What follows belongs to an exercise in optimizing a design on an open flow for small area, a short achievable clock period and few clock cycles per item; a production flow would make more cautious choices. Function was checked by simulation only, so behaviour that the tests miss may differ from the original. The clock cells of runs 3 to 7 come from the design's own scripts or RTL, not from TritonCTS. No driver is modelled on the clock port, so clock power and skew are understated where the tree is cut down; a real chip needs a root buffer or a tree. No activity file was given, so power comes from the tool's default toggle rates.

==> design/flow/design.v <==
module pxit_cksum (
  input             clk,
  input             rst,           
  input             cfg_valid,
  output            cfg_ready,
  input      [31:0] cfg_seeds,
  input             in_valid,
  output            in_ready,
  input       [7:0] in_data,
  output reg        out_valid,
  output     [31:0] out_cksum,     
  output reg        out_ok,
  output     [31:0] poly
);
  localparam PKTSIZE = 337;
  localparam NDATA   = PKTSIZE - 4;    
  function automatic [7:0] xtime(input [7:0] a);
    xtime = {a[6:0], 1'b0} ^ (a[7] ? 8'h87 : 8'h00);
  endfunction
  reg        in_ready_r, cfg_ready_r;
  reg        busy;           
  reg  [2:0] step;           
  reg  [8:0] cnt;            
  reg  [7:0] d_r;            
  reg        v_r;            
  reg        eq_r;           
  reg        c_first;        
  reg        c_ck;           
  reg        g_d;            
  reg        g_w0;           
  assign in_ready  = in_ready_r;
  assign cfg_ready = cfg_ready_r;
  wire take    = in_valid && in_ready_r;
  wire cfg_acc = cfg_valid && cfg_ready_r;
  wire cnt333  = (cnt == NDATA);
  wire cntlast = (cnt == PKTSIZE - 1);
  wire cnt0_n  = v_r ? cntlast : (cnt == 9'd0);    
  wire nx_first = cntlast;
  wire nx_ck    = (cnt >= NDATA - 1) && !cntlast;
  wire cfg_step = busy && step != 3'd0;    
  wire cfg_end  = busy && step == 3'd4;
  wire busy_n   = cfg_acc || (busy && !cfg_end);
  always @(posedge clk) begin
    if (take)
      d_r <= in_data;
    eq_r <= (in_data == d_r);
    if (rst) begin
      in_ready_r  <= 1'b0;
      cfg_ready_r <= 1'b1;
      busy        <= 1'b0;
      step        <= 3'd0;
      cnt         <= 9'd0;
      v_r         <= 1'b0;
      out_valid   <= 1'b0;
    end else begin
      busy        <= busy_n;
      step        <= busy ? step + 3'd1 : 3'd0;
      in_ready_r  <= !cfg_acc && (in_ready_r || cfg_end);
      cfg_ready_r <= !busy_n && !take && cnt0_n;
      if (v_r)
        cnt <= cntlast ? 9'd0 : cnt + 9'd1;
      v_r         <= take;
      out_valid   <= v_r && cntlast;
    end
  end
  always @(posedge clk) begin
    if (rst || (busy && !busy_n)) begin
      c_first <= 1'b1;
      c_ck    <= 1'b0;
      g_d     <= 1'b1;
      g_w0    <= 1'b0;
    end else if (busy_n) begin
      c_first <= 1'b0;
      c_ck    <= 1'b0;
      g_d     <= 1'b0;
      g_w0    <= 1'b1;
    end else if (v_r) begin
      c_first <= nx_first;
      c_ck    <= nx_ck;
      g_d     <= !nx_ck;
      g_w0    <= !(nx_first || nx_ck);
    end
  end
  reg  [7:0] p0, p1, p2, p3;
  reg  [7:0] w0, w1, w2, w3;
  reg        uniform;        
  reg        match;          
  assign poly      = {p3, p2, p1, p0};
  assign out_cksum = {w0, w1, w2, w3};
  wire [7:0] m = (w0 & {8{g_w0}}) ^ (d_r & {8{g_d && v_r}});
  wire [7:0]  mx [0:7];
  wire [63:0] mxc;
  assign mx[0] = m;
  genvar j, k, b;
  generate
    for (j = 1; j < 8; j = j + 1) begin : g_x
      assign mx[j] = xtime(mx[j-1]);
    end
    for (j = 0; j < 8; j = j + 1) begin : g_j
      for (b = 0; b < 8; b = b + 1) begin : g_b
        assign mxc[8*b + j] = mx[j][b];
      end
    end
  endgenerate
  wire [31:0] pk = {p3, p2, p1, p0};
  wire [31:0] mp;
  generate
    for (k = 0; k < 4; k = k + 1) begin : g_k
      for (b = 0; b < 8; b = b + 1) begin : g_b
        pxit_cksum_dot u_dot (.c(pk[8*k +: 8]), .v(mxc[8*b +: 8]), .y(mp[8*k + b]));
      end
    end
  endgenerate
  wire [31:0] seeds = {cfg_seeds[7:0], cfg_seeds[15:8], cfg_seeds[23:16], cfg_seeds[31:24]};
  wire [31:0] feed  = {w1 & {8{!c_first}}, w2 & {8{!c_first}}, w3 & {8{!c_first}},
                       w0 & {8{c_ck}}} | (seeds & {32{cfg_ready_r}});
  wire [31:0] wn   = feed ^ mp;
  wire        eq_w = (d_r == w0);
  always @(posedge clk) begin
    if (busy && step == 3'd0) begin
      p3 <= 8'd0;
      p2 <= 8'd0;
      p1 <= 8'd0;
      p0 <= 8'd1;
    end else if (cfg_step) begin
      p3 <= p2 ^ mp[31:24];
      p2 <= p1 ^ mp[23:16];
      p1 <= p0 ^ mp[15:8];
      p0 <= mp[7:0];
    end
    if (cfg_ready_r || v_r || cfg_step)
      {w0, w1, w2, w3} <= wn;
    if (v_r)
      uniform <= c_first || (uniform && eq_r);
    if (v_r && c_ck)
      match <= (cnt333 || match) && eq_w;
    out_ok <= match && eq_w && !(uniform && eq_r);
  end
endmodule
module pxit_cksum_dot (
  input  [7:0] c,
  input  [7:0] v,
  output       y
);
  assign y = ^(c & v);
endmodule
==> design/flow/flow/run.sh <==
#!/bin/bash
# The standard layout, with the ports buffered by plain buffers instead of the
# delay buffers buffer_ports picks by default, and timing repair asked for
# extra setup margin.
set -euo pipefail
export BUFFER_PORTS_ARGS="-buffer_cell sky130_fd_sc_hd__buf_1"
export SETUP_SLACK_MARGIN=11.0
bash standard.sh finish > standard.log 2>&1
==> design/flow/standard.sh <==
#!/bin/bash
# synth_recipe.tcl (not shown) runs the flow's synth.tcl, then flattens the netlist and writes it again
# the make line also repeats each setting of config.mk as NAME=value (left out here)
make -C /OpenROAD-flow-scripts/flow DESIGN_CONFIG=/design/flow/config.mk WORK_HOME=/design/flow/orfs CLKGATE_MAP_FILE= SYNTH_SCRIPT=/design/flow/synth_recipe.tcl "${@:-finish}"
==> design/flow/config.mk <==
export PLATFORM = sky130hd
export DESIGN_NAME = pxit_cksum
export DESIGN_NICKNAME = pxit_cksum
export VERILOG_FILES = /design/flow/design.v
export SDC_FILE = /design/flow/constraint.sdc
export NUM_CORES = 4
export LEC_CHECK = 0
export CAP_MARGIN = 20
export CORE_MARGIN = 2
export CORE_UTILIZATION = 30
export PLACE_DENSITY = 0.5
export SLEW_MARGIN = 20
export SYNTH_HIERARCHICAL = 1
export SYNTH_MINIMUM_KEEP_SIZE = 0
==> design/flow/constraint.sdc <==
create_clock -name core_clock -period 15.0 [get_ports {clk}]
set_input_delay 3.0000 -clock core_clock [delete_from_list [all_inputs] [get_ports {clk}]]
set_output_delay 3.0000 -clock core_clock [all_outputs]
set_load 0.01 [all_outputs]
==> results of run 1 <==
## modules after synthesis (local to each module, per instance)
module	cells	area, um^2	times used
pxit_cksum	429	4600	1
pxit_cksum_dot	15	91.3	32
## cell usage in the layout (no fill, tap or decap), drive strengths merged, types with 2 or more instances in the layout
cell	n
a22oi	32
a31oi	2
and2	3
buf	181
clkbuf	14
clkinv	2
dfxtp	55
edfxtp	42
ha	5
inv	47
nand2	280
nand2b	4
nand3	11
nand4	7
nor2	20
nor2b	2
nor3	4
nor3b	3
o21ai	9
o22ai	26
xnor2	273
xnor3	3
xor2	53
## per-layer routing
| layer | vias up | routed length, um | global-route usage |
|---|---|---|---|
| li1 | 3273 | - | - |
| met1 | 3135 | 12600 | 0.290 |
| met2 | 237 | 10800 | 0.284 |
| met3 | 18 | 1950 | 0.0424 |
| met4 | 0 | 367 | 0.0483 |
| met5 | - | 0 | 0 |
## sequential cells by signal, indices dropped and copies added, names as in the netlist, 3 cells and up
signal and count:
step 3, w2 8, w1 8, w3 8, p1 8, p3 8
w0 8, p2 8, cnt 9, d_r 8, p0 8
## synthesized netlist by cell type (2+ instances only)
cell type  instances
nand3_1           10
nor3b_1            3
a22oi_1           32
xnor3_2            2
xor2_2             2
o22ai_1           26
a31oi_1            2
nor2_1            20
xnor2_1          272
nand2b_1           4
and2_1             3
nand2_1          280
inv_1             41
ha_1               5
nor2b_1            2
xor2_1            51
edfxtp_1          42
nand4_1            7
dfxtp_1           55
nor3_1             4
clkbuf_1          17
o21ai_0            8
## final cells by class
class                      count  area (um^2)  share of cell area
multi-input combinational    751         4990               0.535
inverter                      42          158              0.0169
clock inverter                 7         70.1             0.00750
sequential                    97         2480               0.266
timing repair buffer         186         1000               0.108
clock buffer                   9          225              0.0241
tap                          324          405              0.0434
## worst paths after layout
| check | from | end | slack [ns] | cells after the start |
|---|---|---|---|---|
| max reg2reg | g_d$_SDFFE_PP1P_ | w0[7]$_DFFE_PP_ | 11.27 | 10 |
| min reg2reg | step[0]$_SDFF_PP0_ | step[0]$_SDFF_PP0_ | 0.46 | 1 |
| max | w2[2]$_DFFE_PP_ | out_cksum[10] | 10.99 | 1 |
| min | step[0]$_SDFF_PP0_ | step[0]$_SDFF_PP0_ | 0.46 | 1 |
## per-stage QoR
stage | instances | hold WS, ns | cell area [um^2] | power [mW]
floorplan | 909 | 0.417 | 7520 | 0.512
global placement | 1338 | 0.434 | 8380 | 0.620
detailed placement | 1338 | 0.446 | 8380 | 0.621
CTS | 1369 | 0.459 | 8980 | 0.873
global route | 1416 | 0.496 | 9340 | 0.921
finish | 1416 | 0.457 | 9340 | 0.881
## kinds of logic after synthesis
| kind of cell | Yosys count | share of synthesized area |
|---|---|---|
| flops | 97 | 0.314 |
| xor+xnor | 329 | 0.392 |
| simple gates | 337 | 0.180 |
| fa+ha+maj | 5 | 0.00832 |
| mux | 1 | 0.00150 |
| buf+inv | 61 | 0.0320 |
| compound gates | 79 | 0.0721 |
## power groups by stage
stage,clock [mW],combinational [mW],sequential (mW)
2_1_floorplan,0,0.160,0.352
3_3_place_gp,0,0.262,0.358
3_5_place_dp,0,0.264,0.357
4_1_cts,0.248,0.288,0.337
5_1_grt,0.258,0.325,0.337
6_report,0.244,0.302,0.334
## timing repair
item	4_1_cts	5_1_grt
endpoints found under the setup margin	87	58
setup buffers	15	47
gates cloned	0	0
gates resized for setup	85	5
pin swaps	0	2
==> impl_results.md, run 1 <==
* Max Cap Viol at 0
* Int Power at 0.537 mW
* Top_reg_cell synth: dfxtp_1
* P&R area growth vs syn at 24.2%
* Setup crit end kind: output port
* Routed vias/inst at 4.71
* DRT antenna net count at 0
* Hold WC Path Type: reg -> reg
* Clock tree root driver cell: clkbuf_16
* Total gr overflow at 0
* Startpoint Class: flip-flop
* Sw Ratio at 0.390
* Switching power at 0.344 mW
* CP cell instances: clkbuf_2
* Netlist Area Pre-Place at 7520 um^2
* Detailed Route WL at 25.7 mm
* Clock transition at path regs at 0.08 ns
* Worst-Skew Late Latency at 0.37 ns
* Mean Syn Cell Area at 8.27 um^2
* Leakage power at 2.94 nW
* Clock Path Buffers at 2
* TritonCTS clock tree: yes
* Final worst-path setup slack at 10.99 ns
* Port buffer count at 111
* CP delay by family, top: flip-flops
* Slowest-stage cell, CP: edfxtp_1
* Core Footprint at 24500 um^2
* Final Slew Violations at 0
* FILL cells at 2533
* Largest net degree at the start of global routing at 39
* Clk sink count at 97
* Final setup fails at 0
* CP peak stage delay at 0.47 ns
* Register share of total power at 0.380
* H-tree depth at 3
* Slew margin rel. at 0.534
* Yosys reg bits at 97
* Starting density of the core at 0.307
* Synth top area share at 0.317
* Data arrival time of the critical path at 1.01 ns
* Unrepaired setup endpoints after global routing: yes
* Worst Tran Pin Value at 0.697 ns
* Async SR Flop Fraction at 0
* Mapped Cells at 909
* Synth area leader: xnor2_1
* Die H at 162 um
* # diodes at 0
* Syn nets at 958
* Vias at 6663
* PD cells at 94.3 nW/um^2
* DIE AREA at 26300 um^2
* Hold buffers post-CTS at 0
* Gr usage total at 0.195
* First-pass GRT wire length at 38.7 mm
* Final nets at 1136
* Yosys warnings at 7
* CP required at 12.00 ns
* Final core utilization at 0.382
* Part of the power in combinational logic at 0.343
* Clock Power Share at 0.277
* Yosys cell types at 43
* Rows at 57
* Tmin final at 4.01 ns
* TritonRoute pass-1 iters at 5
* Number of hold violations in the final report at 0
* Final Cycle Share at 0.267
* DR DRC count at 0
* Kind of critical path: reg -> out
* Antenna violations before repair at 0
* Synth area leaders: xnor2_1 (32%), edfxtp_1 (17%), dfxtp_1 (15%)
* Status: timing/DRC/antenna clean
* Drt wl/cell at 18.2 um
* Number of global-route vias before repair at 6063
* Critical Path Fanout Max at 2
* DP Wirelength at 17.5 mm
* Fin Setup TNS at 0 ns
* # IOs at 112
* Layout cells sized above 1 at 0.147
* Die Width at 162 um
* Pre-CTS WS at 10.31 ns
* CTS buffer count at 9
* First DRT Iteration DRCs at 535
* Peak supply drop at 0.0678 mV
* Routability cong. at 0.801
* FMAX at 249 MHz
* Buf/Inv on CP at 1
* Post-synth EDFFs at 42
* Seq/Total Area, Yosys at 0.314
* Final Skew at 0.00964 ns
Testbench counts, summed over its fixed seeds: cycles 32,360, packets 96.
==> run 2: changes to the inputs <==
--- a/design/flow/flow/run.sh
+++ b/design/flow/flow/run.sh
@@ -5,4 +5,4 @@
 set -euo pipefail
 export BUFFER_PORTS_ARGS="-buffer_cell sky130_fd_sc_hd__buf_1"
-export SETUP_SLACK_MARGIN=11.0
+export SETUP_SLACK_MARGIN=10.6
 bash standard.sh finish > standard.log 2>&1
==> impl_results.md, run 2 <==
* Met2 wire length at 10.1 mm (was 10.8 mm)
* Post-CTS Setup Bufs at 0 (was 15)
* Mapped Cells at 909 (unchanged)
* Layout cells sized above 1 at 0.0456 (was 0.147)
* Yosys warnings at 7 (unchanged)
* Clock transition at path regs at 0.08 ns (about the same)
* Final nets at 1074 (was 1136)
* Clock tree root driver cell: clkbuf_16 (unchanged)
* Largest net degree at the start of global routing at 39 (unchanged)
* Yosys reg bits at 97 (unchanged)
* CP cell instances: buf_1 (was clkbuf_2)
* Gr usage total at 0.190 (was 0.195)
* Status: timing/DRC/antenna clean (unchanged)
* CP peak stage delay at 0.76 ns (was 0.47 ns)
* Final Skew at 0.0110 ns (was 0.00964 ns)
* Worst-Skew Late Latency at 0.37 ns (about the same)
* Final Slew Violations at 0 (unchanged)
* DP Wirelength at 17.5 mm (unchanged)
* Startpoint Class: flip-flop (unchanged)
* DR DRC count at 0 (unchanged)
* CP required at 12.00 ns (about the same)
* DIE AREA at 26300 um^2 (unchanged)
* CP delay by family, top: flip-flops (unchanged)
* TritonRoute pass-1 iters at 5 (unchanged)
* Worst Tran Pin Value at 0.707 ns (was 0.697 ns)
* Buf/Inv on CP at 1 (unchanged)
* Total gr overflow at 0 (unchanged)
* Hold WC Path Type: reg -> reg (unchanged)
* FMAX at 231 MHz (was 249 MHz)
* Fin Setup TNS at 0 ns (unchanged)
* Port buffer count at 111 (unchanged)
* Die Width at 162 um (unchanged)
* Synth area leaders: xnor2_1 (32%), edfxtp_1 (17%), dfxtp_1 (15%) (unchanged)
* TritonCTS clock tree: yes (unchanged)
* Critical Path Fanout Max at 11 (was 2)
* Tmin final at 4.34 ns (was 4.01 ns)
* Number of hold violations in the final report at 0 (unchanged)
* Post-synth EDFFs at 42 (unchanged)
* Post-synth top cells: nand2_1 (280), xnor2_1 (272), dfxtp_1 (55) (unchanged)
* Most frequent cells in the layout: nand2_1 (280), xnor2_1 (272), buf_1 (111), dfxtp_1 (54), xor2_1 (45) (was nand2_1 (280), xnor2_1 (271), buf_1 (91), buf_4 (74), xor2_1 (45))
* Total power at 0.860 mW (was 0.881 mW)
* PD cells at 98.6 nW/um^2 (was 94.3 nW/um^2)
* Final worst-path setup slack at 10.66 ns (was 10.99 ns)
* Clock Path Buffers at 2 (unchanged)
* Syn nets at 958 (unchanged)
* First DRT Iteration DRCs at 538 (was 535)
* Seq/Total Area, Yosys at 0.314 (unchanged)
* Peak supply drop at 0.0666 mV (was 0.0678 mV)
* Mean Syn Cell Area at 8.27 um^2 (unchanged)
* Kind of critical path: reg -> out (unchanged)
* Synth area leader: xnor2_1 (unchanged)
* Final Cycle Share at 0.289 (was 0.267)
* Die H at 162 um (unchanged)
* Commonest non-fill, non-tap cell in the layout: nand2_1 (unchanged)
* # diodes at 0 (unchanged)
* Routability cong. at 0.801 (unchanged)
* Async SR Flop Fraction at 0 (unchanged)
* Slew margin rel. at 0.527 (was 0.534)
* Max reg flops at 9 (unchanged)
* Routed vias/inst at 4.73 (was 4.71)
* Clk sink count at 97 (unchanged)
* Starting density of the core at 0.307 (unchanged)
* CTS buffer count at 9 (unchanged)
* Top reg by flops: cnt (unchanged)
* Antenna violations before repair at 0 (unchanged)
* Top_reg_cell synth: dfxtp_1 (unchanged)
* Drt wl/cell at 18.2 um (about the same)
* Netlist Area Pre-Place at 7520 um^2 (unchanged)
* Count leader, synth: nand2_1 (unchanged)
* Pre-CTS WS at 10.31 ns (unchanged)
* Unrepaired setup endpoints after global routing: no (was yes)
* Leakage power at 2.50 nW (was 2.94 nW)
* # IOs at 112 (unchanged)
* Final setup fails at 0 (unchanged)
* Synth top area share at 0.317 (unchanged)
* Data arrival time of the critical path at 1.34 ns (was 1.01 ns)
* Hold buffers post-CTS at 0 (unchanged)
* Slowest-stage cell, CP: dfxtp_1 (was edfxtp_1)
* Uppermost layer routed: met4 (unchanged)
* Cts repair resizes at 2 (was 85)
* Yosys cell types at 43 (unchanged)
* DRT antenna net count at 0 (unchanged)
* Core Footprint at 24500 um^2 (unchanged)
* First-pass GRT wire length at 38.0 mm (was 38.7 mm)
* Design Area, Final at 8720 um^2 (was 9340 um^2)
* Placed Area at 8380 um^2 (unchanged)
* Setup crit end kind: output port (unchanged)
* Max Cap Viol at 0 (unchanged)
* H-tree depth at 3 (unchanged)
* Met3 routed wirelength at 1.83 mm (was 1.95 mm)
* DRT met1 WL at 12.2 mm (was 12.6 mm)
* Number of global-route vias before repair at 5995 (was 6063)
* Vias at 6405 (was 6663)
* Rows at 57 (unchanged)
* P&R area growth vs syn at 16.0% (was 24.2%)
* Detailed Route WL at 24.6 mm (was 25.7 mm)
==> run 2: cell counts after synthesis <==
Identical to the previous run, type by type.
==> run 2: final timing paths <==
check | start | endpoint | slack, ns | cells after the start
hold reg to reg | step[0]$_SDFF_PP0_ | step[0]$_SDFF_PP0_ | 0.46 | 1
setup / recovery | p1[2]$_SDFFE_PP0P_ | poly[10] | 10.66 | 1
hold / removal | step[0]$_SDFF_PP0_ | step[0]$_SDFF_PP0_ | 0.46 | 1
setup reg to reg | v_r$_SDFF_PP0_ | w0[7]$_DFFE_PP_ | 10.90 | 10
==> run 2: area by class of cell <==
cell class | count | area (um^2)
Multi-Input combinational cell | 751 | 4990
Inverter | 42 | 158
Sequential cell | 97 | 2360
Clock buffer | 9 | 225
Fill cell | 2574 | 15700
Clock inverter | 7 | 70.1
Timing Repair Buffer | 124 | 514
Tap cell | 324 | 405
==> run 2: per-layer routing <==
| layer | vias up | global-route usage |
|---|---|---|
| met5 | - | 0 |
| met1 | 3012 | 0.285 |
| met3 | 21 | 0.0383 |
| li1 | 3146 | - |
| met2 | 226 | 0.275 |
| met4 | 0 | 0.0535 |
==> run 2: through the flow <==
stage	util	cells	hold slack [ns]
global route	0.357	1354	0.496
floorplan	-	909	0.417
global placement	0.343	1338	0.434
CTS	0.355	1354	0.459
finish	0.357	1354	0.457
detailed placement	0.343	1338	0.446
==> run 2: power by group <==
group	internal [mW]	switching, mW	leakage [nW]
Combinational	0.0947	0.172	1.49
Sequential	0.312	0.0394	0.864
Clock	0.118	0.124	0.147
==> run 2: logic make-up after synthesis <==
| group | share of synthesized area |
|---|---|
| mux | 0.00150 |
| compound gates | 0.0721 |
| xor+xnor | 0.392 |
| buf+inv | 0.0320 |
| simple gates | 0.180 |
| fa+ha+maj | 0.00832 |
| flops | 0.314 |
==> run 2: per-module statistics from Yosys (local to each module, per instance) <==
module,copies in the design,cells inside,flip-flops and latches,cell area [um^2]
pxit_cksum,1,429,97,4600
pxit_cksum_dot,32,15,0,91.3
==> run 3: changes to the inputs <==
==> design/flow/flow/run.sh (replaced) <==
#!/bin/bash
# The standard layout with three changes:
# - the ports are buffered by plain buffers instead of the delay buffers
#   buffer_ports picks by default;
# - timing repair is asked for extra setup margin;
# - the clock tree is a single level of buffers (flow/cts_tree.tcl).
set -euo pipefail
export BUFFER_PORTS_ARGS="-buffer_cell sky130_fd_sc_hd__buf_1"
export SETUP_SLACK_MARGIN=11.1
export PRE_CTS_TCL="$(pwd)/flow/cts_tree.tcl"
bash standard.sh finish > standard.log 2>&1
==> design/flow/flow/cts_tree.tcl (new file) <==
# A shallow clock tree: the clock port drives four clkbuf_16 buffers, each
# placed at the centre of a quarter of the flip-flops and driving only that
# group. Every flip-flop is one buffer away from the clock port, so the tree
# is balanced. Sourced as PRE_CTS_TCL; it stands in for clock_tree_synthesis
# and the rest of the CTS step (placement legalisation, timing repair) runs
# as usual.

proc my_build_clock_tree {} {
  set block [ord::get_db_block]
  set db [ord::get_db]
  set master [$db findMaster sky130_fd_sc_hd__clkbuf_16]
  set clk_net [$block findNet clk]

  # clock pins of the flip-flops on the clock net
  set sinks {}
  foreach it [$clk_net getITerms] {
    if {[$it isInputSignal]} { lappend sinks $it }
  }
  set n [llength $sinks]
  puts "my_build_clock_tree: $n sinks"

  # positions
  set xs {}
  set ys {}
  foreach it $sinks {
    set b [[$it getInst] getBBox]
    lappend xs [expr {([$b xMin] + [$b xMax]) / 2.0}]
    lappend ys [expr {([$b yMin] + [$b yMax]) / 2.0}]
  }

  # four groups of equal size: halves by x, then each half by y
  set ngroups 4
  set assign [lrepeat $n 0]
  set order [lsort -real -indices $xs]
  set half [expr {$n / 2}]
  set left [lrange $order 0 [expr {$half - 1}]]
  set right [lrange $order $half end]
  set g 0
  foreach part [list $left $right] {
    set pys {}
    foreach i $part { lappend pys [lindex $ys $i] }
    set porder [lsort -real -indices $pys]
    set m [expr {[llength $part] / 2}]
    set k 0
    foreach j $porder {
      lset assign [lindex $part $j] [expr {$g + ($k < $m ? 0 : 1)}]
      incr k
    }
    incr g 2
  }
  set cx {}
  set cy {}
  for {set g 0} {$g < $ngroups} {incr g} {
    set sx 0.0; set sy 0.0; set c 0
    for {set i 0} {$i < $n} {incr i} {
      if {[lindex $assign $i] == $g} {
        set sx [expr {$sx + [lindex $xs $i]}]
        set sy [expr {$sy + [lindex $ys $i]}]
        incr c
      }
    }
    lappend cx [expr {$sx / $c}]
    lappend cy [expr {$sy / $c}]
  }

  # one buffer per group
  for {set g 0} {$g < $ngroups} {incr g} {
    set inst [odb::dbInst_create $block $master "clkbuf_bench_$g"]
    set net [odb::dbNet_create $block "clknet_bench_$g"]
    $net setSigType CLOCK
    [$inst findITerm A] connect $clk_net
    [$inst findITerm X] connect $net
    set w [$master getWidth]
    set h [$master getHeight]
    $inst setLocation [expr {int([lindex $cx $g] - $w / 2)}] [expr {int([lindex $cy $g] - $h / 2)}]
    $inst setPlacementStatus PLACED
    set c 0
    for {set i 0} {$i < $n} {incr i} {
      if {[lindex $assign $i] == $g} {
        set it [lindex $sinks $i]
        $it disconnect
        $it connect $net
        incr c
      }
    }
    puts "my_build_clock_tree: group $g: $c sinks at ([lindex $cx $g], [lindex $cy $g])"
  }
  $clk_net setSigType CLOCK
  set_propagated_clock [all_clocks]
}

rename clock_tree_synthesis my_tritoncts
proc clock_tree_synthesis {args} {
  my_build_clock_tree
}
==> impl_results.md, run 3 <==
* P&R area growth vs syn at 16.4% (was 16.0%)
* Top_reg_cell synth: dfxtp_1 (unchanged)
* Starting density of the core at 0.307 (unchanged)
* Drt wl/cell at 18.2 um (about the same)
* DRT antenna net count at 0 (unchanged)
* Count leader, synth: nand2_1 (unchanged)
* Mapped Cells at 909 (unchanged)
* Max Cap Viol at 0 (unchanged)
* Final setup fails at 0 (unchanged)
* Most frequent cells in the layout: nand2_1 (280), xnor2_1 (270), buf_1 (110), xor2_1 (44), edfxtp_1 (42) (was nand2_1 (280), xnor2_1 (272), buf_1 (111), dfxtp_1 (54), xor2_1 (45))
* Netlist Area Pre-Place at 7520 um^2 (unchanged)
* DIE AREA at 26300 um^2 (unchanged)
* Number of hold violations in the final report at 0 (unchanged)
* Die Width at 162 um (unchanged)
* Yosys cell types at 43 (unchanged)
* Hold WC Path Type: reg -> reg (unchanged)
* PD cells at 85.8 nW/um^2 (was 98.6 nW/um^2)
* Peak supply drop at 0.0533 mV (was 0.0666 mV)
* Detailed Route WL at 24.6 mm (about the same)
* Slew margin rel. at 0.532 (was 0.527)
* Vias at 6381 (was 6405)
* Synth area leader: xnor2_1 (unchanged)
* Worst-Skew Late Latency at 0.18 ns (was 0.37 ns)
* Synth area leaders: xnor2_1 (32%), edfxtp_1 (17%), dfxtp_1 (15%) (unchanged)
* Layout cells sized above 1 at 0.0797 (was 0.0456)
* Top reg by flops: cnt (unchanged)
* Final nets at 1080 (was 1074)
* Die H at 162 um (unchanged)
* # IOs at 112 (unchanged)
* Tmin final at 3.88 ns (was 4.34 ns)
* Hold buffers post-CTS at 0 (unchanged)
* Critical Path Fanout Max at 10 (was 11)
* Routability cong. at 0.801 (unchanged)
* Slowest-stage cell, CP: dfxtp_2 (was dfxtp_1)
* TritonRoute pass-1 iters at 4 (was 5)
* Post-synth top cells: nand2_1 (280), xnor2_1 (272), dfxtp_1 (55) (unchanged)
* FMAX at 258 MHz (was 231 MHz)
* # diodes at 0 (unchanged)
* Final Cycle Share at 0.258 (was 0.289)
* Fin Setup TNS at 0 ns (unchanged)
* Unrepaired setup endpoints after global routing: no (unchanged)
* Setup crit end kind: output port (unchanged)
* CP peak stage delay at 0.51 ns (was 0.76 ns)
* Final Slew Violations at 0 (unchanged)
* Total gr overflow at 0 (unchanged)
* CP cell instances: buf_1 (unchanged)
* Buf/Inv on CP at 1 (unchanged)
* First DRT Iteration DRCs at 542 (was 538)
* Async SR Flop Fraction at 0 (unchanged)
* Mean Syn Cell Area at 8.27 um^2 (unchanged)
* Final Skew at 0.0260 ns (was 0.0110 ns)
* Post-synth EDFFs at 42 (unchanged)
* Routed vias/inst at 4.72 (was 4.73)
* Syn nets at 958 (unchanged)
* Seq/Total Area, Yosys at 0.314 (unchanged)
* First-pass GRT wire length at 37.7 mm (was 38.0 mm)
* Data arrival time of the critical path at 0.88 ns (was 1.34 ns)
* Worst Tran Pin Value at 0.700 ns (was 0.707 ns)
* Port buffer count at 111 (unchanged)
* Commonest non-fill, non-tap cell in the layout: nand2_1 (unchanged)
* DP Wirelength at 17.5 mm (unchanged)
* Rows at 57 (unchanged)
* Startpoint Class: flip-flop (unchanged)
* Clock transition at path regs at 0.12 ns (was 0.08 ns)
* Design Area, Final at 8750 um^2 (was 8720 um^2)
* Max reg flops at 9 (unchanged)
* DR DRC count at 0 (unchanged)
* Yosys reg bits at 97 (unchanged)
* Leakage power at 2.50 nW (about the same)
* Synth top area share at 0.317 (unchanged)
* CP required at 12.00 ns (about the same)
* Kind of critical path: reg -> out (unchanged)
* Antenna violations before repair at 0 (unchanged)
* Yosys warnings at 7 (unchanged)
* Number of global-route vias before repair at 5913 (was 5995)
* Placed Area at 8380 um^2 (unchanged)
* Gr usage total at 0.183 (was 0.190)
* CP delay by family, top: flip-flops (unchanged)
* Largest net degree at the start of global routing at 39 (unchanged)
* Status: timing/DRC/antenna clean (unchanged)
* Core Footprint at 24500 um^2 (unchanged)
## run 3: cell counts after synthesis
Identical to the previous run, type by type.
## run 3: repair_timing
| action | CTS | global route |
|---|---|---|
| pin swaps | 0 | 2 |
| buffers inserted | 2 | 9 |
| gates resized for setup | 55 | 13 |
| endpoints found under the hold margin | 0 | 0 |
| setup endpoints to repair | 81 | 46 |
## run 3: Yosys stat by module, one instance, submodules excluded
module          area, um^2  cells
pxit_cksum            4600    429
pxit_cksum_dot        91.3     15
## run 3: stage by stage
step / hold slack (ns) / util / total power [mW] / setup WS, ns / std cells
2_1_floorplan: 0.417 / - / 0.512 / 11.26 / 909
3_3_place_gp: 0.434 / 0.343 / 0.620 / 10.44 / 1338
3_5_place_dp: 0.446 / 0.343 / 0.621 / 10.31 / 1338
4_1_cts: 0.464 / 0.353 / 0.750 / 11.10 / 1344
5_1_grt: 0.500 / 0.358 / 0.789 / 11.10 / 1353
6_report: 0.460 / 0.358 / 0.751 / 11.12 / 1353
## run 3: worst register-to-register path, delay by kind of cell (launching register included)
| family | cells | cell delay [ns] |
|---|---|---|
| xor gates and xnor gates | 8 | 2.65 |
| DFF | 1 | 0.52 |
| and+or+nand+nor | 2 | 0.29 |
## run 3: power by group
part | switching, mW | internal (mW) | leakage, nW
sequential | 0.0350 | 0.310 | 0.886
combinational | 0.180 | 0.103 | 1.57
clock | 0.0740 | 0.0494 | 0.0493
total | 0.289 | 0.462 | 2.50
## run 3: cell type report
type                       count  area, um^2
fill                        2559       15700
timing repair buffer         135         598
multi-input combinational    751        5020
sequential                    97        2460
buffer                         4         100
tap                          324         405
inverter                      42         158
## run 3: cells by family (layout without fill, tap and decap cells)
family / count (synthesis) / count (layout) / share of synthesized area
DFF: 97 / 97 / 0.314
and+or+nand+nor: 337 / 337 / 0.180
xor gates and xnor gates: 329 / 329 / 0.392
AOI/OAI and AO/OA: 79 / 79 / 0.0721
muxes: 1 / 1 / 0.00150
adders and majority gates: 5 / 5 / 0.00832
buffers and inverters: 61 / 181 / 0.0320
## run 3: final timing paths
| path | from | to | slack, ns | cells after the start |
|---|---|---|---|---|
| setup reg to reg | g_d$_SDFFE_PP1P_ | w0[7]$_DFFE_PP_ | 11.29 | 10 |
| hold / removal | step[0]$_SDFF_PP0_ | step[0]$_SDFF_PP0_ | 0.46 | 1 |
| hold reg to reg | step[0]$_SDFF_PP0_ | step[0]$_SDFF_PP0_ | 0.46 | 1 |
| setup / recovery | p3[3]$_SDFFE_PP0P_ | poly[27] | 11.12 | 1 |
## run 3: per-layer routing
| metal | vias to the layer above | global-route usage | share of wire |
|---|---|---|---|
| li1 | 3153 | - | - |
| met1 | 2998 | 0.282 | 0.49 |
| met2 | 206 | 0.274 | 0.41 |
| met3 | 24 | 0.0243 | 0.070 |
| met4 | 0 | 0.0334 | 0.024 |
| met5 | - | 0 | 0 |
==> run 4: changes to the inputs <==
--- a/design/flow/flow/run.sh
+++ b/design/flow/flow/run.sh
@@ -7,5 +7,5 @@
 set -euo pipefail
 export BUFFER_PORTS_ARGS="-buffer_cell sky130_fd_sc_hd__buf_1"
-export SETUP_SLACK_MARGIN=11.1
+export SETUP_SLACK_MARGIN=11.4
 export PRE_CTS_TCL="$(pwd)/flow/cts_tree.tcl"
 bash standard.sh finish > standard.log 2>&1
--- a/design/flow/flow/cts_tree.tcl
+++ b/design/flow/flow/cts_tree.tcl
@@ -1,5 +1,5 @@
 # A shallow clock tree: the clock port drives four clkbuf_16 buffers, each
-# placed at the centre of a quarter of the flip-flops and driving only that
-# group. Every flip-flop is one buffer away from the clock port, so the tree
+# placed at the centre of a group of about a quarter of the flip-flops, the
+# nearest ones, and driving only that group. Every flip-flop is one buffer away from the clock port, so the tree
 # is balanced. Sourced as PRE_CTS_TCL; it stands in for clock_tree_synthesis
 # and the rest of the CTS step (placement legalisation, timing repair) runs
@@ -49,17 +49,46 @@
     incr g 2
   }
-  set cx {}
-  set cy {}
-  for {set g 0} {$g < $ngroups} {incr g} {
-    set sx 0.0; set sy 0.0; set c 0
+  # then balanced k-means: each group holds at most cap sinks; the sinks
+  # that lose most by not getting their nearest group choose first
+  set cap [expr {($n + $ngroups - 1) / $ngroups + 2}]
+  for {set iter 0} {$iter < 20} {incr iter} {
+    set cx {}
+    set cy {}
+    for {set g 0} {$g < $ngroups} {incr g} {
+      set sx 0.0; set sy 0.0; set c 0
+      for {set i 0} {$i < $n} {incr i} {
+        if {[lindex $assign $i] == $g} {
+          set sx [expr {$sx + [lindex $xs $i]}]
+          set sy [expr {$sy + [lindex $ys $i]}]
+          incr c
+        }
+      }
+      lappend cx [expr {$sx / $c}]
+      lappend cy [expr {$sy / $c}]
+    }
+    if {$iter == 19} break
+    set keys {}
     for {set i 0} {$i < $n} {incr i} {
-      if {[lindex $assign $i] == $g} {
-        set sx [expr {$sx + [lindex $xs $i]}]
-        set sy [expr {$sy + [lindex $ys $i]}]
-        incr c
+      set ds {}
+      for {set g 0} {$g < $ngroups} {incr g} {
+        lappend ds [expr {abs([lindex $xs $i] - [lindex $cx $g]) + abs([lindex $ys $i] - [lindex $cy $g])}]
       }
+      set sd [lsort -real $ds]
+      lappend keys [list $i [expr {[lindex $sd 1] - [lindex $sd 0]}] $ds]
     }
-    lappend cx [expr {$sx / $c}]
-    lappend cy [expr {$sy / $c}]
+    set count [lrepeat $ngroups 0]
+    foreach key [lsort -real -decreasing -index 1 $keys] {
+      lassign $key i gain ds
+      set best -1
+      set bd 1e30
+      for {set g 0} {$g < $ngroups} {incr g} {
+        if {[lindex $count $g] < $cap && [lindex $ds $g] < $bd} {
+          set bd [lindex $ds $g]
+          set best $g
+        }
+      }
+      lset assign $i $best
+      lset count $best [expr {[lindex $count $best] + 1}]
+    }
   }
 
==> impl_results.md, run 4 <==
* Status: timing/DRC/antenna clean (unchanged)
* Final worst-path setup slack at 11.13 ns (was 11.12 ns)
* Detailed Route WL at 26.6 mm (was 24.6 mm)
* Hold buffers post-CTS at 0 (unchanged)
* Sw Ratio at 0.381 (was 0.385)
* Startpoint Class: flip-flop (unchanged)
* FMAX at 259 MHz (was 258 MHz)
* Number of hold violations in the final report at 0 (unchanged)
* Switching power at 0.305 mW (was 0.289 mW)
* Mapped Cells at 909 (unchanged)
* CP required at 12.00 ns (about the same)
* Starting density of the core at 0.307 (unchanged)
* Register share of total power at 0.417 (was 0.459)
* Total gr overflow at 0 (unchanged)
* Total power at 0.802 mW (was 0.751 mW)
* Seq/Total Area, Yosys at 0.314 (unchanged)
* Count leader, synth: nand2_1 (unchanged)
* Layout cells sized above 1 at 0.195 (was 0.0797)
* Syn nets at 958 (unchanged)
* Routability cong. at 0.809 (was 0.801)
* Number of global-route vias before repair at 6205 (was 5913)
* Buf/Inv on CP at 1 (unchanged)
* Tmin final at 3.87 ns (was 3.88 ns)
* Part of the power in combinational logic at 0.430 (was 0.376)
* Most frequent cells in the layout: nand2_1 (280), xnor2_1 (265), buf_4 (70), buf_1 (50), edfxtp_1 (42) (was nand2_1 (280), xnor2_1 (270), buf_1 (110), xor2_1 (44), edfxtp_1 (42))
* Setup crit end kind: output port (unchanged)
* Port buffer count at 111 (unchanged)
* # diodes at 0 (unchanged)
* DRT antenna net count at 0 (unchanged)
* Vias at 6624 (was 6381)
* Top reg by flops: cnt (unchanged)
* PD cells at 83.9 nW/um^2 (was 85.8 nW/um^2)
* Rows at 57 (unchanged)
* Max reg flops at 9 (unchanged)
* Final Slew Violations at 0 (unchanged)
* Slew margin rel. at 0.570 (was 0.532)
* Yosys warnings at 7 (unchanged)
* Synth area leader: xnor2_1 (unchanged)
* Final setup fails at 0 (unchanged)
* Netlist Area Pre-Place at 7520 um^2 (unchanged)
* Synth top area share at 0.317 (unchanged)
* DR DRC count at 0 (unchanged)
* Clock transition at path regs at 0.11 ns (was 0.12 ns)
* Max Cap Viol at 0 (unchanged)
* First-pass GRT wire length at 39.8 mm (was 37.7 mm)
* P&R area growth vs syn at 27.2% (was 16.4%)
* Commonest non-fill, non-tap cell in the layout: nand2_1 (unchanged)
* DIE AREA at 26300 um^2 (unchanged)
* Routed vias/inst at 4.72 (about the same)
* Post-synth top cells: nand2_1 (280), xnor2_1 (272), dfxtp_1 (55) (unchanged)
* First DRT Iteration DRCs at 618 (was 542)
* Gr usage total at 0.197 (was 0.183)
* Die Width at 162 um (unchanged)
* Leakage power at 3.06 nW (was 2.50 nW)
* Mean Syn Cell Area at 8.27 um^2 (unchanged)
* # IOs at 112 (unchanged)
* Worst-Skew Late Latency at 0.17 ns (was 0.18 ns)
* Yosys cell types at 43 (unchanged)
* CP peak stage delay at 0.52 ns (was 0.51 ns)
* Clock Power Share at 0.153 (was 0.164)
* Drt wl/cell at 19.0 um (was 18.2 um)
* Hold Slack at 0.462 ns (was 0.460 ns)
* Data arrival time of the critical path at 0.87 ns (was 0.88 ns)
* Hold WC Path Type: reg -> reg (unchanged)
* Largest net degree at the start of global routing at 39 (unchanged)
* DP Wirelength at 17.6 mm (was 17.5 mm)
* Int Power at 0.497 mW (was 0.462 mW)
* Post-synth EDFFs at 42 (unchanged)
* Yosys reg bits at 97 (unchanged)
* Pre-CTS WS at 10.37 ns (was 10.31 ns)
* Peak supply drop at 0.0521 mV (was 0.0533 mV)
* Die H at 162 um (unchanged)
* Worst Tran Pin Value at 0.641 ns (was 0.700 ns)
* Core Footprint at 24500 um^2 (unchanged)
* Critical Path Fanout Max at 2 (was 10)
* Async SR Flop Fraction at 0 (unchanged)
* Synth area leaders: xnor2_1 (32%), edfxtp_1 (17%), dfxtp_1 (15%) (unchanged)
* Slowest-stage cell, CP: edfxtp_1 (was dfxtp_2)
* CP cell instances: buf_1 (unchanged)
* Kind of critical path: reg -> out (unchanged)
* TritonRoute pass-1 iters at 5 (was 4)
* Final Skew at 0.0143 ns (was 0.0260 ns)
* Final core utilization at 0.391 (was 0.358)
* Top_reg_cell synth: dfxtp_1 (unchanged)
* Unrepaired setup endpoints after global routing: yes (was no)
* Final nets at 1129 (was 1080)
* Final Cycle Share at 0.258 (about the same)
* Fin Setup TNS at 0 ns (unchanged)
* Antenna violations before repair at 0 (unchanged)
* CP delay by family, top: flip-flops (unchanged)
## run 4: cell counts after synthesis
No cell type changed its count.
## run 4: per-module statistics from Yosys (local to each module, per instance)
module	cells inside	area, um^2	flip-flops and latches
pxit_cksum_dot	15	91.3	0
pxit_cksum	429	4600	97
## run 4: layout make-up
cell class / instances / area, um^2
Fill cell: 2463 / 14900
Multi-Input combinational cell: 751 / 5140
Sequential cell: 97 / 2490
Timing Repair Buffer: 184 / 1270
Tap cell: 324 / 405
Inverter: 42 / 158
Buffer: 4 / 100
## run 4: path summary, 6_finish.rpt
kind | start | endpoint | slack, ns | cells after the start
max | w0[3]$_DFFE_PP_ | out_cksum[27] | 11.13 | 1
min | step[0]$_SDFF_PP0_ | step[0]$_SDFF_PP0_ | 0.46 | 1
max reg2reg | w0[7]$_DFFE_PP_ | p3[7]$_SDFFE_PP0P_ | 11.52 | 13
min reg2reg | step[0]$_SDFF_PP0_ | step[0]$_SDFF_PP0_ | 0.46 | 1
## run 4: routing by layer
layer  global-route usage  wire length, um  vias up
met5                    0                0        -
met4               0.0274              448        0
met3               0.0243             1990       13
met2                0.311            11800      217
met1                0.294            12400     3147
li1                     -                -     3247
## run 4: timing repair
action	CTS	global route
buffers inserted	50	10
gates resized for setup	160	39
pin swaps	2	5
endpoints found under the setup margin	134	111
## run 4: kinds of logic (layout without fill, tap and decap cells)
group                    Yosys count  count (layout)  synth area share
AO/OA/AOI/OAI                     79              79            0.0721
XOR/XNOR                         329             329             0.392
adder cells (fa/ha/maj)            5               5           0.00832
buffers and inverters             61             230            0.0320
flip-flops                        97              97             0.314
multiplexers                       1               1           0.00150
AND/OR/NAND/NOR                  337             337             0.180
## run 4: through the flow
stage / instances / area, um^2
2_1_floorplan: 909 / 7540
3_3_place_gp: 1338 / 8400
3_5_place_dp: 1338 / 8400
4_1_cts: 1392 / 9360
5_1_grt: 1402 / 9560
6_report: 1402 / 9560
## run 4: power groups by stage
stage                     combinational (mW)  sequential, mW  clock, mW
after CTS                              0.322           0.334      0.127
final                                  0.345           0.335      0.123
after global placement                 0.264           0.359          0
after floorplan                        0.161           0.352          0
after detailed placement               0.266           0.358          0
after global routing                   0.367           0.337      0.133
==> run 5: changes to the inputs <==
--- a/design/flow/flow/run.sh
+++ b/design/flow/flow/run.sh
@@ -7,5 +7,5 @@
 set -euo pipefail
 export BUFFER_PORTS_ARGS="-buffer_cell sky130_fd_sc_hd__buf_1"
-export SETUP_SLACK_MARGIN=11.4
+export SETUP_SLACK_MARGIN=11.25
 export PRE_CTS_TCL="$(pwd)/flow/cts_tree.tcl"
 bash standard.sh finish > standard.log 2>&1
==> impl_results.md, run 5 <==
* Detailed Route WL at 26.3 mm (was 26.6 mm)
* Netlist Area Pre-Place at 7520 um^2 (unchanged)
* # IOs at 112 (unchanged)
* Mean Syn Cell Area at 8.27 um^2 (unchanged)
* Data arrival time of the critical path at 0.82 ns (was 0.87 ns)
* TritonRoute pass-1 iters at 5 (unchanged)
* Worst Reg-to-Reg Cells at 10 (was 13)
* Yosys warnings at 7 (unchanged)
* Die H at 162 um (unchanged)
* Rows at 57 (unchanged)
* # diodes at 0 (unchanged)
* Crit path to: out_cksum[25] (was out_cksum[27])
* Top reg by flops: cnt (unchanged)
* Most frequent cells in the layout: nand2_1 (280), xnor2_1 (268), buf_1 (73), buf_4 (63), xor2_1 (44) (was nand2_1 (280), xnor2_1 (265), buf_4 (70), buf_1 (50), edfxtp_1 (42))
* CP cell instances: buf_1 (unchanged)
* PD cells at 84.7 nW/um^2 (was 83.9 nW/um^2)
* Commonest non-fill, non-tap cell in the layout: nand2_1 (unchanged)
* Async SR Flop Fraction at 0 (unchanged)
* Fin Setup TNS at 0 ns (unchanged)
* Max reg flops at 9 (unchanged)
* FMAX at 262 MHz (was 259 MHz)
* Hold WC Path Type: reg -> reg (unchanged)
* Drt wl/cell at 18.9 um (was 19.0 um)
* DRT antenna net count at 0 (unchanged)
* Post-synth EDFFs at 42 (unchanged)
* Yosys reg bits at 97 (unchanged)
* Buf/Inv on CP at 1 (unchanged)
* Kind of critical path: reg -> out (unchanged)
* Yosys cell types at 43 (unchanged)
* Hold buffers post-CTS at 0 (unchanged)
* Seq/Total Area, Yosys at 0.314 (unchanged)
* Total gr overflow at 0 (unchanged)
* Die Width at 162 um (unchanged)
* CP peak stage delay at 0.49 ns (was 0.52 ns)
* P&R area growth vs syn at 21.6% (was 27.2%)
* Placed Area at 8380 um^2 (was 8400 um^2)
* Worst reg2reg endpoint: w1[2]$_DFFE_PP_ (was p3[7]$_SDFFE_PP0P_)
* Tmin final at 3.82 ns (was 3.87 ns)
* Final nets at 1119 (was 1129)
* Peak supply drop at 0.0572 mV (was 0.0521 mV)
* Status: timing/DRC/antenna clean (unchanged)
* Vias at 6649 (was 6624)
* Startpoint Class: flip-flop (unchanged)
* Number of global-route vias before repair at 6145 (was 6205)
* Port buffer count at 111 (unchanged)
* R2r startpoint: g_w0$_SDFFE_PP0P_ (was w0[7]$_DFFE_PP_)
* Gr usage total at 0.195 (was 0.197)
* CP startpoint: w0[1]$_DFFE_PP_ (was w0[3]$_DFFE_PP_)
* Synth area leader: xnor2_1 (unchanged)
* First DRT Iteration DRCs at 607 (was 618)
* Worst path depth at 1 (unchanged)
* Synth top area share at 0.317 (unchanged)
* First-pass GRT wire length at 39.6 mm (was 39.8 mm)
* DIE AREA at 26300 um^2 (unchanged)
* Routed vias/inst at 4.78 (was 4.72)
* Hold Slack at 0.461 ns (was 0.462 ns)
* CP delay by family, top: flip-flops (unchanged)
* Starting density of the core at 0.307 (unchanged)
* Final Cycle Share at 0.255 (was 0.258)
* Antenna violations before repair at 0 (unchanged)
* FF-to-FF setup slack at 11.45 ns (was 11.52 ns)
* Final setup fails at 0 (unchanged)
* Top_reg_cell synth: dfxtp_1 (unchanged)
* Final Slew Violations at 0 (unchanged)
* Clock transition at path regs at 0.11 ns (about the same)
* Leakage power at 2.85 nW (was 3.06 nW)
* Design Area, Final at 9140 um^2 (was 9560 um^2)
* DP Wirelength at 17.5 mm (was 17.6 mm)
* Routability cong. at 0.801 (was 0.809)
* Post-synth top cells: nand2_1 (280), xnor2_1 (272), dfxtp_1 (55) (unchanged)
* Synth area leaders: xnor2_1 (32%), edfxtp_1 (17%), dfxtp_1 (15%) (unchanged)
* Unrepaired setup endpoints after global routing: yes (unchanged)
* Critical Path Fanout Max at 2 (unchanged)
* Largest net degree at the start of global routing at 39 (unchanged)
* Worst-Skew Late Latency at 0.17 ns (about the same)
* DR DRC count at 0 (unchanged)
* Mapped Cells at 909 (unchanged)
* Count leader, synth: nand2_1 (unchanged)
* Core Footprint at 24500 um^2 (unchanged)
* Slowest-stage cell, CP: edfxtp_1 (unchanged)
* CP required at 12.00 ns (about the same)
* Worst Tran Pin Value at 0.720 ns (was 0.641 ns)
* Slew margin rel. at 0.517 (was 0.570)
* Final Skew at 0.0114 ns (was 0.0143 ns)
* Syn nets at 958 (unchanged)
* Non-filler cells, final at 1392 (was 1402)
* Layout cells sized above 1 at 0.154 (was 0.195)
* Placed cells at 1338 (unchanged)
* Max Cap Viol at 0 (unchanged)
* Setup crit end kind: output port (unchanged)
* Number of hold violations in the final report at 0 (unchanged)
## run 5: cell counts after synthesis
No cell type changed its count.
## run 5: per-module statistics from Yosys, one instance, submodules excluded
module / times used / flops+latches
pxit_cksum: 1 / 97
pxit_cksum_dot: 32 / 0
## run 5: metrics by stage
step	total power, mW	utilization	setup WS, ns
2_1_floorplan	0.512	-	11.26
3_3_place_gp	0.620	0.343	10.44
3_5_place_dp	0.621	0.343	10.31
4_1_cts	0.762	0.369	11.18
5_1_grt	0.811	0.374	11.16
6_report	0.774	0.374	11.18
## run 5: worst min-delay path by stage
stage | from | endpoint | slack (ns) | cells after the start
floorplan | step[0]$_SDFF_PP0_ | step[0]$_SDFF_PP0_ | 0.42 | 1
global placement | step[0]$_SDFF_PP0_ | step[0]$_SDFF_PP0_ | 0.43 | 1
detailed placement | step[0]$_SDFF_PP0_ | step[0]$_SDFF_PP0_ | 0.45 | 1
CTS | step[0]$_SDFF_PP0_ | step[0]$_SDFF_PP0_ | 0.46 | 1
global route | step[0]$_SDFF_PP0_ | step[0]$_SDFF_PP0_ | 0.50 | 1
finish | step[0]$_SDFF_PP0_ | step[0]$_SDFF_PP0_ | 0.46 | 1
## run 5: area by class of cell
class                      instances  area, um^2
tap                              324         405
fill                            2544       15300
buffer                             4         100
timing repair buffer             174         937
multi-input combinational        751        5050
inverter                          42         158
sequential                        97        2480
## run 5: logic make-up (layout without fill, tap and decap cells)
group | after synthesis | after routing | share of synthesized area
buffers and inverters | 61 | 220 | 0.0320
muxes | 1 | 1 | 0.00150
DFF | 97 | 97 | 0.314
and+or+nand+nor | 337 | 337 | 0.180
adders and majority gates | 5 | 5 | 0.00832
AOI/OAI and AO/OA | 79 | 79 | 0.0721
xor gates and xnor gates | 329 | 329 | 0.392
## run 5: repair_timing
action / 4_1_cts / 5_1_grt
setup buffers: 45 / 5
hold endpoints to repair: 0 / 0
gates resized for setup: 90 / 29
cloned: 0 / 0
pin swaps: 2 / 2
endpoints found under the setup margin: 108 / 65
## run 5: power by group
| group | internal [mW] | total (mW) | switching [mW] |
|---|---|---|---|
| clock | 0.0494 | 0.124 | 0.0744 |
| combinational | 0.119 | 0.318 | 0.199 |
| sequential | 0.308 | 0.332 | 0.0235 |
## run 5: layer usage
metal	share of wire	GRT usage	vias up
li1	-	-	3229
met1	0.49	0.299	3162
met2	0.42	0.297	237
met3	0.063	0.0227	21
met4	0.021	0.0306	0
met5	0	0	-
## run 5: worst reg2reg max path, delay by kind of cell (launching register included)
family,cells,cell delay [ns]
xor+xnor,8,2.46
flops,1,0.52
simple gates,2,0.34
==> run 6: changes to the inputs <==
--- a/design/flow/flow/run.sh
+++ b/design/flow/flow/run.sh
@@ -7,5 +7,5 @@
 set -euo pipefail
 export BUFFER_PORTS_ARGS="-buffer_cell sky130_fd_sc_hd__buf_1"
-export SETUP_SLACK_MARGIN=11.25
+export SETUP_SLACK_MARGIN=11.0
 export PRE_CTS_TCL="$(pwd)/flow/cts_tree.tcl"
 bash standard.sh finish > standard.log 2>&1
==> impl_results.md, run 6 <==
* Status: timing/DRC/antenna clean (unchanged)
* Final Slew Violations at 0 (unchanged)
* Final core utilization at 0.353 (was 0.374)
* P&R area growth vs syn at 14.8% (was 21.6%)
* Final setup fails at 0 (unchanged)
* Core Footprint at 24500 um^2 (unchanged)
* Vias at 6364 (was 6649)
* # diodes at 0 (unchanged)
* Async SR Flop Fraction at 0 (unchanged)
* Clock transition at path regs at 0.11 ns (about the same)
* Netlist Area Pre-Place at 7520 um^2 (unchanged)
* Kind of critical path: reg -> out (unchanged)
* CP delay by family, top: flip-flops (unchanged)
* Synth area leaders: xnor2_1 (32%), edfxtp_1 (17%), dfxtp_1 (15%) (unchanged)
* Yosys cell types at 43 (unchanged)
* First DRT Iteration DRCs at 580 (was 607)
* Hold WC Path Type: reg -> reg (unchanged)
* # IOs at 112 (unchanged)
* R2r startpoint: g_d$_SDFFE_PP1P_ (was g_w0$_SDFFE_PP0P_)
* Number of hold violations in the final report at 0 (unchanged)
* Post-synth EDFFs at 42 (unchanged)
* Antenna violations before repair at 0 (unchanged)
* Rows at 57 (unchanged)
* Synth top area share at 0.317 (unchanged)
* Yosys warnings at 7 (unchanged)
* First-pass GRT wire length at 37.6 mm (was 39.6 mm)
* Max reg flops at 9 (unchanged)
* Data arrival time of the critical path at 0.95 ns (was 0.82 ns)
* Routed vias/inst at 4.72 (was 4.78)
* Most frequent cells in the layout: nand2_1 (280), xnor2_1 (271), buf_1 (111), xor2_1 (45), edfxtp_1 (42) (was nand2_1 (280), xnor2_1 (268), buf_1 (73), buf_4 (63), xor2_1 (44))
* Starting density of the core at 0.307 (unchanged)
* CP startpoint: p0[1]$_SDFFE_PP0P_ (was w0[1]$_DFFE_PP_)
* Commonest non-fill, non-tap cell in the layout: nand2_1 (unchanged)
* Port buffer count at 111 (unchanged)
* Leakage power at 2.46 nW (was 2.85 nW)
* Worst Tran Pin Value at 0.682 ns (was 0.720 ns)
* CP required at 12.00 ns (about the same)
* Routability cong. at 0.801 (unchanged)
* Layout cells sized above 1 at 0.0713 (was 0.154)
* Final Skew at 0.0121 ns (was 0.0114 ns)
* Top reg by flops: cnt (unchanged)
* Setup crit end kind: output port (unchanged)
* Mean Syn Cell Area at 8.27 um^2 (unchanged)
* Top_reg_cell synth: dfxtp_1 (unchanged)
* Startpoint Class: flip-flop (unchanged)
* Drt wl/cell at 18.2 um (was 18.9 um)
* Largest net degree at the start of global routing at 39 (unchanged)
* DIE AREA at 26300 um^2 (unchanged)
* Gr usage total at 0.183 (was 0.195)
* Placed cells at 1338 (unchanged)
* Detailed Route WL at 24.6 mm (was 26.3 mm)
* Total power at 0.747 mW (was 0.774 mW)
* Peak supply drop at 0.0539 mV (was 0.0572 mV)
* CP cell instances: buf_1 (unchanged)
* Mapped Cells at 909 (unchanged)
* PD cells at 86.5 nW/um^2 (was 84.7 nW/um^2)
* Seq/Total Area, Yosys at 0.314 (unchanged)
* Fin Setup TNS at 0 ns (unchanged)
* Slew margin rel. at 0.542 (was 0.517)
* Slowest-stage cell, CP: dfxtp_2 (was edfxtp_1)
* Post-synth top cells: nand2_1 (280), xnor2_1 (272), dfxtp_1 (55) (unchanged)
* Max Cap Viol at 0 (unchanged)
* DP Wirelength at 17.5 mm (unchanged)
* Number of global-route vias before repair at 5910 (was 6145)
* Yosys reg bits at 97 (unchanged)
* DRT antenna net count at 0 (unchanged)
* Hold Crit Start: step[0]$_SDFF_PP0_ (unchanged)
* Syn nets at 958 (unchanged)
* Tmin final at 3.95 ns (was 3.82 ns)
* Non-filler cells, final at 1348 (was 1392)
* Worst-Skew Late Latency at 0.17 ns (about the same)
* Total gr overflow at 0 (unchanged)
* CP peak stage delay at 0.54 ns (was 0.49 ns)
* Synth area leader: xnor2_1 (unchanged)
* Buf/Inv on CP at 1 (unchanged)
* Final nets at 1075 (was 1119)
* Final Cycle Share at 0.263 (was 0.255)
* Unrepaired setup endpoints after global routing: no (was yes)
* Die Width at 162 um (unchanged)
* DR DRC count at 0 (unchanged)
* Critical Path Fanout Max at 11 (was 2)
* Die H at 162 um (unchanged)
* TritonRoute pass-1 iters at 5 (unchanged)
* FMAX at 253 MHz (was 262 MHz)
* Count leader, synth: nand2_1 (unchanged)
==> run 6: through the flow <==
| step | hold WS (ns) | setup WS (ns) | instance area, um^2 |
|---|---|---|---|
| finish | 0.461 | 11.05 | 8630 |
| floorplan | 0.417 | 11.26 | 7520 |
| CTS | 0.465 | 11.01 | 8560 |
| global route | 0.501 | 11.02 | 8630 |
| global placement | 0.434 | 10.44 | 8380 |
| detailed placement | 0.446 | 10.31 | 8380 |
==> run 6: layout make-up <==
class | count | area (um^2)
sequential | 97 | 2400
buffer | 4 | 100
tap | 324 | 405
fill | 2570 | 15800
inverter | 42 | 158
multi-input combinational | 751 | 5010
timing repair buffer | 130 | 559
==> run 6: where the power goes <==
| group | switching [mW] | internal, mW |
|---|---|---|
| clock | 0.0751 | 0.0494 |
| sequential | 0.0394 | 0.312 |
| combinational | 0.173 | 0.0977 |
| total | 0.287 | 0.459 |
==> run 6: logic make-up after synthesis <==
kind of cell	after synthesis	synth area share
AOI/OAI and AO/OA	79	0.0721
xor gates and xnor gates	329	0.392
adders and majority gates	5	0.00832
buffers and inverters	61	0.0320
DFF	97	0.314
muxes	1	0.00150
and+or+nand+nor	337	0.180
==> run 6: per-module statistics from Yosys (local to each module, per instance) <==
module / copies in the design / cells / area, um^2 / flops+latches
pxit_cksum: 1 / 429 / 4600 / 97
pxit_cksum_dot: 32 / 15 / 91.3 / 0
==> run 6: per-layer routing <==
layer / part of all wire / GRT usage / vias to the layer above / wire length [um]
met1: 0.50 / 0.284 / 3006 / 12200
li1: - / - / 3135 / -
met5: 0 / 0 / - / 0
met4: 0.021 / 0.0322 / 0 / 510
met2: 0.42 / 0.276 / 204 / 10200
met3: 0.067 / 0.0194 / 19 / 1660
==> run 6: repair_timing <==
action                     4_1_cts  5_1_grt
gates resized for setup         29       11
hold buffers                     0        0
pin swaps                        0        2
setup buffers                    0        6
setup endpoints to repair       69       46
hold endpoints to repair         0        0
==> run 6: path summary, 6_finish.rpt <==
check | end | slack (ns) | cells past startpoint
setup / recovery | poly[1] | 11.05 | 1
hold / removal | step[0]$_SDFF_PP0_ | 0.46 | 1
setup reg to reg | p2[7]$_SDFFE_PP0P_ | 11.28 | 11
hold reg to reg | step[0]$_SDFF_PP0_ | 0.46 | 1
==> run 7: changes to the inputs <==
--- a/design/flow/flow/run.sh
+++ b/design/flow/flow/run.sh
@@ -7,5 +7,5 @@
 set -euo pipefail
 export BUFFER_PORTS_ARGS="-buffer_cell sky130_fd_sc_hd__buf_1"
-export SETUP_SLACK_MARGIN=11.0
+export SETUP_SLACK_MARGIN=11.1
 export PRE_CTS_TCL="$(pwd)/flow/cts_tree.tcl"
 bash standard.sh finish > standard.log 2>&1
==> impl_results.md, run 7 <==
* TritonRoute pass-1 iters at 5 (unchanged)
* Routability cong. at 0.801 (unchanged)
* Worst-Skew Late Latency at 0.17 ns (about the same)
* Final Cycle Share at 0.258 (was 0.263)
* Max reg flops at 9 (unchanged)
* Syn nets at 958 (unchanged)
* Synth top area share at 0.317 (unchanged)
* Tmin final at 3.87 ns (was 3.95 ns)
* FMAX at 258 MHz (was 253 MHz)
* Critical Path Fanout Max at 11 (unchanged)
* Mapped Cells at 909 (unchanged)
* Non-filler cells, final at 1354 (was 1348)
* FILL cells at 2561 (was 2570)
* Commonest non-fill, non-tap cell in the layout: nand2_1 (unchanged)
* Final nets at 1081 (was 1075)
* First-pass GRT wire length at 37.7 mm (was 37.6 mm)
* Final Skew at 0.0115 ns (was 0.0121 ns)
* Routed vias/inst at 4.72 (about the same)
* Kind of critical path: reg -> out (unchanged)
* Final setup fails at 0 (unchanged)
* Most frequent cells in the layout: nand2_1 (280), xnor2_1 (269), buf_1 (111), xor2_1 (44), edfxtp_1 (42) (was nand2_1 (280), xnor2_1 (271), buf_1 (111), xor2_1 (45), edfxtp_1 (42))
* Slowest-stage cell, CP: dfxtp_2 (unchanged)
* CP peak stage delay at 0.51 ns (was 0.54 ns)
* Number of hold violations in the final report at 0 (unchanged)
* Placed cells at 1338 (unchanged)
* Antenna violations before repair at 0 (unchanged)
* Count leader, synth: nand2_1 (unchanged)
* Post-synth top cells: nand2_1 (280), xnor2_1 (272), dfxtp_1 (55) (unchanged)
* Layout cells sized above 1 at 0.0806 (was 0.0713)
* Top_reg_cell synth: dfxtp_1 (unchanged)
* Drt wl/cell at 18.2 um (about the same)
* Part of the power in combinational logic at 0.377 (was 0.362)
* Die Width at 162 um (unchanged)
* Yosys warnings at 7 (unchanged)
* Pre-CTS WS at 10.31 ns (unchanged)
* Data arrival time of the critical path at 0.87 ns (was 0.95 ns)
* FF-to-FF setup slack at 11.31 ns (was 11.28 ns)
* Max Cap Viol at 0 (unchanged)
* Core Footprint at 24500 um^2 (unchanged)
* Hold buffers post-CTS at 0 (unchanged)
* Number of global-route vias before repair at 5921 (was 5910)
* First DRT Iteration DRCs at 500 (was 580)
* DIE AREA at 26300 um^2 (unchanged)
* Detailed Route WL at 24.6 mm (about the same)
* Seq/Total Area, Yosys at 0.314 (unchanged)
* DR DRC count at 0 (unchanged)
* Clock Power Share at 0.164 (was 0.167)
* Register share of total power at 0.459 (was 0.471)
* Final worst-path setup slack at 11.13 ns (was 11.05 ns)
* Gr usage total at 0.184 (was 0.183)
* Hold WC Path Type: reg -> reg (unchanged)
* # diodes at 0 (unchanged)
* Port buffer count at 111 (unchanged)
* Worst Reg-to-Reg Cells at 10 (was 11)
* Synth area leaders: xnor2_1 (32%), edfxtp_1 (17%), dfxtp_1 (15%) (unchanged)
* Yosys reg bits at 97 (unchanged)
* DP Wirelength at 17.5 mm (unchanged)
* Yosys cell types at 43 (unchanged)
* Worst Tran Pin Value at 0.694 ns (was 0.682 ns)
* Sw Ratio at 0.385 (about the same)
* Mean Syn Cell Area at 8.27 um^2 (unchanged)
* Clock transition at path regs at 0.11 ns (about the same)
* Hold path endpoint: step[0]$_SDFF_PP0_ (unchanged)
* Hold Slack at 0.461 ns (about the same)
* Worst reg2reg endpoint: w0[7]$_DFFE_PP_ (was p2[7]$_SDFFE_PP0P_)
* CP delay by family, top: flip-flops (unchanged)
* Hold Crit Start: step[0]$_SDFF_PP0_ (unchanged)
* PD cells at 86.1 nW/um^2 (was 86.5 nW/um^2)
* CP required at 12.00 ns (about the same)
* Startpoint Class: flip-flop (unchanged)
* Post-synth EDFFs at 42 (unchanged)
* Switching power at 0.290 mW (was 0.287 mW)
* Slew margin rel. at 0.536 (was 0.542)
* Total gr overflow at 0 (unchanged)
* Netlist Area Pre-Place at 7520 um^2 (unchanged)
* Async SR Flop Fraction at 0 (unchanged)
* DRT antenna net count at 0 (unchanged)
* Starting density of the core at 0.307 (unchanged)
* Setup crit end kind: output port (unchanged)
* CP cell instances: buf_1 (unchanged)
* Rows at 57 (unchanged)
* Int Power at 0.463 mW (was 0.459 mW)
* Status: timing/DRC/antenna clean (unchanged)
* Largest net degree at the start of global routing at 39 (unchanged)
* CP startpoint: p2[1]$_SDFFE_PP0P_ (was p0[1]$_SDFFE_PP0P_)
* Top reg by flops: cnt (unchanged)
* Die H at 162 um (unchanged)
* Buf/Inv on CP at 1 (unchanged)
* Fin Setup TNS at 0 ns (unchanged)
* # IOs at 112 (unchanged)
* Unrepaired setup endpoints after global routing: yes (was no)
* WHS Path Cells at 1 (unchanged)
* Leakage power at 2.51 nW (was 2.46 nW)
* Synth area leader: xnor2_1 (unchanged)
* P&R area growth vs syn at 16.4% (was 14.8%)
* Peak supply drop at 0.0559 mV (was 0.0539 mV)
* R2r startpoint: g_d$_SDFFE_PP1P_ (unchanged)
* Vias at 6392 (was 6364)
* Final Slew Violations at 0 (unchanged)
[run 7: cell counts after synthesis]
No cell type changed its count.
[run 7: cells by family (layout without fill, tap and decap cells)]
logic type      Yosys count  count (layout)  synth area share
buf+inv                  61             182            0.0320
mux                       1               1           0.00150
fa+ha+maj                 5               5           0.00832
flops                    97              97             0.314
compound gates           79              79            0.0721
simple gates            337             337             0.180
xor+xnor                329             329             0.392
[run 7: worst reg2reg max path, cell delays in order, from the launching register on]
cell and delay (ns):
dfxtp_1 0.53, nand3_1 0.18, xnor2_2 0.34, xnor3_2 0.55
xnor3_2 0.55, xnor2_1 0.36, nand2_1 0.11, xnor2_1 0.23
xnor2_1 0.16, xnor2_2 0.32, xnor2_1 0.12
[run 7: how the worst max path moves through the flow]
stage	endpoint	depth (start not counted)
final	poly[17]	1
after global routing	p3[3]$_SDFFE_PP0P_	11
after CTS	out_cksum[28]	1
after detailed placement	w1[2]$_DFFE_PP_	10
after global placement	w2[2]$_DFFE_PP_	10
after floorplan	w0[0]$_DFFE_PP_	11
[run 7: layer usage]
metal / global-route usage / up-vias / part of all wire / wire length, um
met1: 0.284 / 3021 / 0.50 / 12300
met5: 0 / - / 0 / 0
met2: 0.276 / 199 / 0.42 / 10200
li1: - / 3153 / - / -
met3: 0.0194 / 19 / 0.063 / 1550
met4: 0.0338 / 0 / 0.021 / 524
[run 7: area by class of cell]
cell class,instances,area (um^2),share of cell area
tap,324,405,0.0463
sequential,97,2450,0.280
buffer,4,100,0.0114
multi-input combinational,751,5030,0.575
timing repair buffer,136,604,0.0691
inverter,42,158,0.0180
[run 7: what timing repair did]
item	4_1_cts	5_1_grt
gates resized for setup	50	12
pin swaps	0	2
setup endpoints to repair	81	48
hold endpoints to repair	0	0
buffers inserted	2	10
[run 7: power groups by stage]
stage	clock (mW)	combinational (mW)	sequential, mW
global placement	0	0.262	0.358
CTS	0.129	0.273	0.349
global route	0.135	0.308	0.349
detailed placement	0	0.264	0.357
floorplan	0	0.160	0.352
finish	0.123	0.284	0.346
[run 7: Yosys stat by module (local to each module, per instance)]
module / flops+latches / area, um^2 / times used / cells inside
pxit_cksum: 97 / 4600 / 1 / 429
pxit_cksum_dot: 0 / 91.3 / 32 / 15
[run 7: stage by stage]
step	utilization	area, um^2	total power [mW]
5_1_grt	0.358	8750	0.792
2_1_floorplan	-	7520	0.512
6_report	0.358	8750	0.753
3_3_place_gp	0.343	8380	0.620
4_1_cts	0.353	8620	0.751
3_5_place_dp	0.343	8380	0.621

static timing again, ports no longer ideal:
No port has a modelled driver above. Below, the same layouts with a new extraction and two added sets of constraints.
Step 1 sets driving cells, clkbuf_16 on the clock port and buf_2 on the other inputs (assumed; they add their load-dependent delay and slew).
Step 2, shift: input delay + t, output delay - t, t = (earliest + latest rising clock arrival at the registers) / 2. This alone moves slack from input paths to output paths.
Three values: no drivers, after step 1, after step 2; two values: the first two.
run | t, ns | slack for setup (ns) | latest minus earliest clock arrival (ns) | worst register clock-pin slew, ns
run 1 | 0.409 | 10.992 / 10.947 / 11.004 | 0.010 / 0.010 | 0.08 / 0.08
run 2 | 0.405 | 10.663 / 10.619 / 10.901 | 0.011 / 0.011 | 0.08 / 0.08
run 3 | 0.264 | 11.124 / 11.028 / 11.001 | 0.026 / 0.026 | 0.12 / 0.12
run 4 | 0.267 | 11.133 / 11.029 / 11.216 | 0.014 / 0.014 | 0.11 / 0.11
run 5 | 0.267 | 11.177 / 11.076 / 11.157 | 0.012 / 0.011 | 0.11 / 0.11
run 6 | 0.267 | 11.052 / 10.950 / 10.988 | 0.013 / 0.012 | 0.11 / 0.11
run 7 | 0.266 | 11.131 / 11.030 / 11.008 | 0.012 / 0.011 | 0.11 / 0.11
After both steps every run listed still meets setup and hold.
